What follows belongs to an exercise in optimizing a design on an open flow for small area; a production flow would make more cautious choices.
In this exercise RTL edits were held to simulation tests only and were not proved equivalent to the original.
No activity file was given, so power comes from the tool's default toggle rates.

old:
// apu
module apu (
    input  wire        clk,
    input  wire        rst,           
    input  wire        tick,          
    input  wire        wr_en,         
    input  wire        wr_flag,       
    input  wire [4:0]  wr_addr,
    input  wire [7:0]  wr_data,
    input  wire [4:0]  rd_addr,
    output wire [7:0]  rd_data,
    input  wire [15:0] gain,          
    output wire        sample_valid,
    output wire [15:0] sample
);
export LEC_CHECK = 0
export CAP_MARGIN = 20
export CORE_MARGIN = 2
export CORE_UTILIZATION = 60
export PLACE_DENSITY = 0.7
export SLEW_MARGIN = 20
export SYNTH_MEMORY_MAX_BITS = 16384
create_clock -name core_clock -period 28.0 [get_ports {clk}]
standard.sh (not shown) runs the stock make flow with config.mk's settings and CLKGATE_MAP_FILE= SYNTH_SCRIPT=/design/flow/synth_recipe.tcl, a recipe that flattens the netlist after the stock synthesis.
==> flow/flow/run.sh <==
#!/bin/bash
# The standard layout (standard.sh, unchanged synthesis and steps), with two
# settings of the layout steps changed through the environment ORFS reads:
#  - clock tree synthesis clusters up to 10 flip-flops (within 40 um) per leaf
#    buffer, uses clkbuf_8 and adds no dummy loads;
#  - the port buffers are buf_1 cells (every input and output port still gets
#    its own buffer, as in the standard flow).
# All output of the flow goes to standard.log; ORFS keeps each step's log
# under orfs/logs.
set -euo pipefail
export CTS_ARGS="-sink_clustering_enable -repair_clock_nets -dont_use_dummy_load -sink_clustering_size 10 -sink_clustering_max_diameter 40 -buf_list {sky130_fd_sc_hd__clkbuf_8}"
export BUFFER_PORTS_ARGS="-buffer_cell sky130_fd_sc_hd__buf_1"
bash standard.sh > standard.log 2>&1
Setup changes, old to new
# old
export LEC_CHECK = 0
export CAP_MARGIN = 20
export CORE_MARGIN = 2
export CORE_UTILIZATION = 60
export PLACE_DENSITY = 0.7
export SLEW_MARGIN = 20
export SYNTH_MEMORY_MAX_BITS = 16384
create_clock -name core_clock -period 28.0 [get_ports {clk}]
# new
export LEC_CHECK = 0
export CAP_MARGIN = 20
export CORE_MARGIN = 2
export CORE_UTILIZATION = 65
export PLACE_DENSITY = 0.75
export SLEW_MARGIN = 20
export SYNTH_MEMORY_MAX_BITS = 16384
create_clock -name core_clock -period 28.0 [get_ports {clk}]
==> flow/run.sh (new file) <==
#!/bin/bash
# synth_recipe.tcl (not shown) runs the flow's synth.tcl, then flattens the netlist and writes it again
# the make line also repeats each setting of config.mk as NAME=value (left out here)
make -C /OpenROAD-flow-scripts/flow DESIGN_CONFIG=/design/flow/config.mk WORK_HOME=/design/flow/orfs CLKGATE_MAP_FILE= SYNTH_SCRIPT=/design/flow/synth_recipe.tcl finish
removed: flow/flow/run.sh
removed: flow/standard.sh
--- outcome ---
new reached the final stage; the timing, design-rule and antenna checks on its layout passed. From old to new the numbers moved as follows: clock buffer instance count of the final layout -about 10%, peak ir drop on the vdd network fell by 0.065 mV, die extent in x now smaller, final standard cell count with taps included and fillers excluded decreased by 60 relative to the old numbers. Comparing new and old, the higher relative area change from synthesis to final layout is on new. Against old, new comes in 0.09 ns higher on register-to-register slack. Relative to old, the met1 track demand over resource in global routing of new is higher by 2.7 points. new does worse than old on cell area after layout.


apu again, from the RTL that the note above started with.
Design apu, start of the top module:
module apu (
    input  wire        clk,
    input  wire        rst,           
    input  wire        tick,          
    input  wire        wr_en,         
    input  wire        wr_flag,       
    input  wire [4:0]  wr_addr,
    input  wire [7:0]  wr_data,
    input  wire [4:0]  rd_addr,
    output wire [7:0]  rd_data,
    input  wire [15:0] gain,          
    output wire        sample_valid,
    output wire [15:0] sample
);
export LEC_CHECK = 0
export CAP_MARGIN = 20
export CORE_MARGIN = 2
export CORE_UTILIZATION = 60
export PLACE_DENSITY = 0.7
export SLEW_MARGIN = 20
export SYNTH_MEMORY_MAX_BITS = 16384
create_clock -name core_clock -period 28.0 [get_ports {clk}]
==> flow/flow/run.sh <==
#!/bin/bash
# The standard layout (standard.sh, unchanged synthesis and steps), with two
# settings of the layout steps changed through the environment ORFS reads:
#  - clock tree synthesis clusters up to 20 flip-flops (within 60 um) per leaf
#    buffer, uses clkbuf_16 and adds no dummy loads;
#  - the port buffers are buf_1 cells (every input and output port still gets
#    its own buffer, as in the standard flow).
# All output of the flow goes to standard.log; ORFS keeps each step's log
# under orfs/logs.
set -euo pipefail
export CTS_ARGS="-sink_clustering_enable -repair_clock_nets -dont_use_dummy_load -sink_clustering_size 20 -sink_clustering_max_diameter 60 -buf_list {sky130_fd_sc_hd__clkbuf_16}"
export BUFFER_PORTS_ARGS="-buffer_cell sky130_fd_sc_hd__buf_1"
bash standard.sh > standard.log 2>&1
==> next run, changes <==
--- a/flow/flow/run.sh
+++ b/flow/flow/run.sh
@@ -4,2 +4,2 @@
-#  - clock tree synthesis clusters up to 20 flip-flops (within 60 um) per leaf
-#    buffer, uses clkbuf_16 and adds no dummy loads;
+#  - clock tree synthesis clusters up to 10 flip-flops (within 40 um) per leaf
+#    buffer, uses clkbuf_8 and adds no dummy loads;
@@ -11 +11 @@
-export CTS_ARGS="-sink_clustering_enable -repair_clock_nets -dont_use_dummy_load -sink_clustering_size 20 -sink_clustering_max_diameter 60 -buf_list {sky130_fd_sc_hd__clkbuf_16}"
+export CTS_ARGS="-sink_clustering_enable -repair_clock_nets -dont_use_dummy_load -sink_clustering_size 10 -sink_clustering_max_diameter 40 -buf_list {sky130_fd_sc_hd__clkbuf_8}"
--- a/flow/config.mk
+++ b/flow/config.mk
@@ -8 +8 @@
-export CAP_MARGIN = 20
+export CAP_MARGIN = 0
@@ -12 +12 @@
-export SLEW_MARGIN = 20
+export SLEW_MARGIN = 0
Now the flow completed and failed the layout checks on capacitance limit, slew limit. Cell area is unchanged. Non-clock buffer count fell by 2. Final cell count is higher by 0.79%. Die area is unchanged. Power is about the same. Utilization stays the same. Worst setup slack is worse by 0.056 ns. Global-route usage went up by 0.40 points. Via count rose by 0.81%.

[separate check: timing with driven ports]
In the flow no input, the clock included, has a driving cell. The finished layouts below were timed again as built, in two steps. Step 1: set_driving_cell puts a clkbuf_16 on clk and a buf_2 on each other input, an assumption about the parent block. Step 2, shift: input delay + t, output delay - t, t = (earliest + latest rising clock arrival at the registers) / 2. This alone moves slack from input paths to output paths. Three values: no drivers, after step 1, after step 2; two values: the first two.
| run | t (ns) | slack for setup (ns) | latest minus earliest clock arrival (ns) | worst register clock-pin slew, ns | pins driven straight from the clock port |
|---|---|---|---|---|---|
| old | 0.753 | 7.374 / 7.307 / 8.060 | 0.126 / 0.126 | 0.08 / 0.08 | 1 |
| new | 0.728 | 7.123 / 7.059 / 7.787 | 0.053 / 0.054 | 0.07 / 0.07 | 1 |
| the first run of note 2 | 0.662 | 7.515 / 7.434 / 8.097 | 0.087 / 0.087 | 0.09 / 0.09 | 1 |
| the second run of note 2 | 0.733 | 7.458 / 7.394 / 8.126 | 0.140 / 0.139 | 0.08 / 0.08 | 1 |
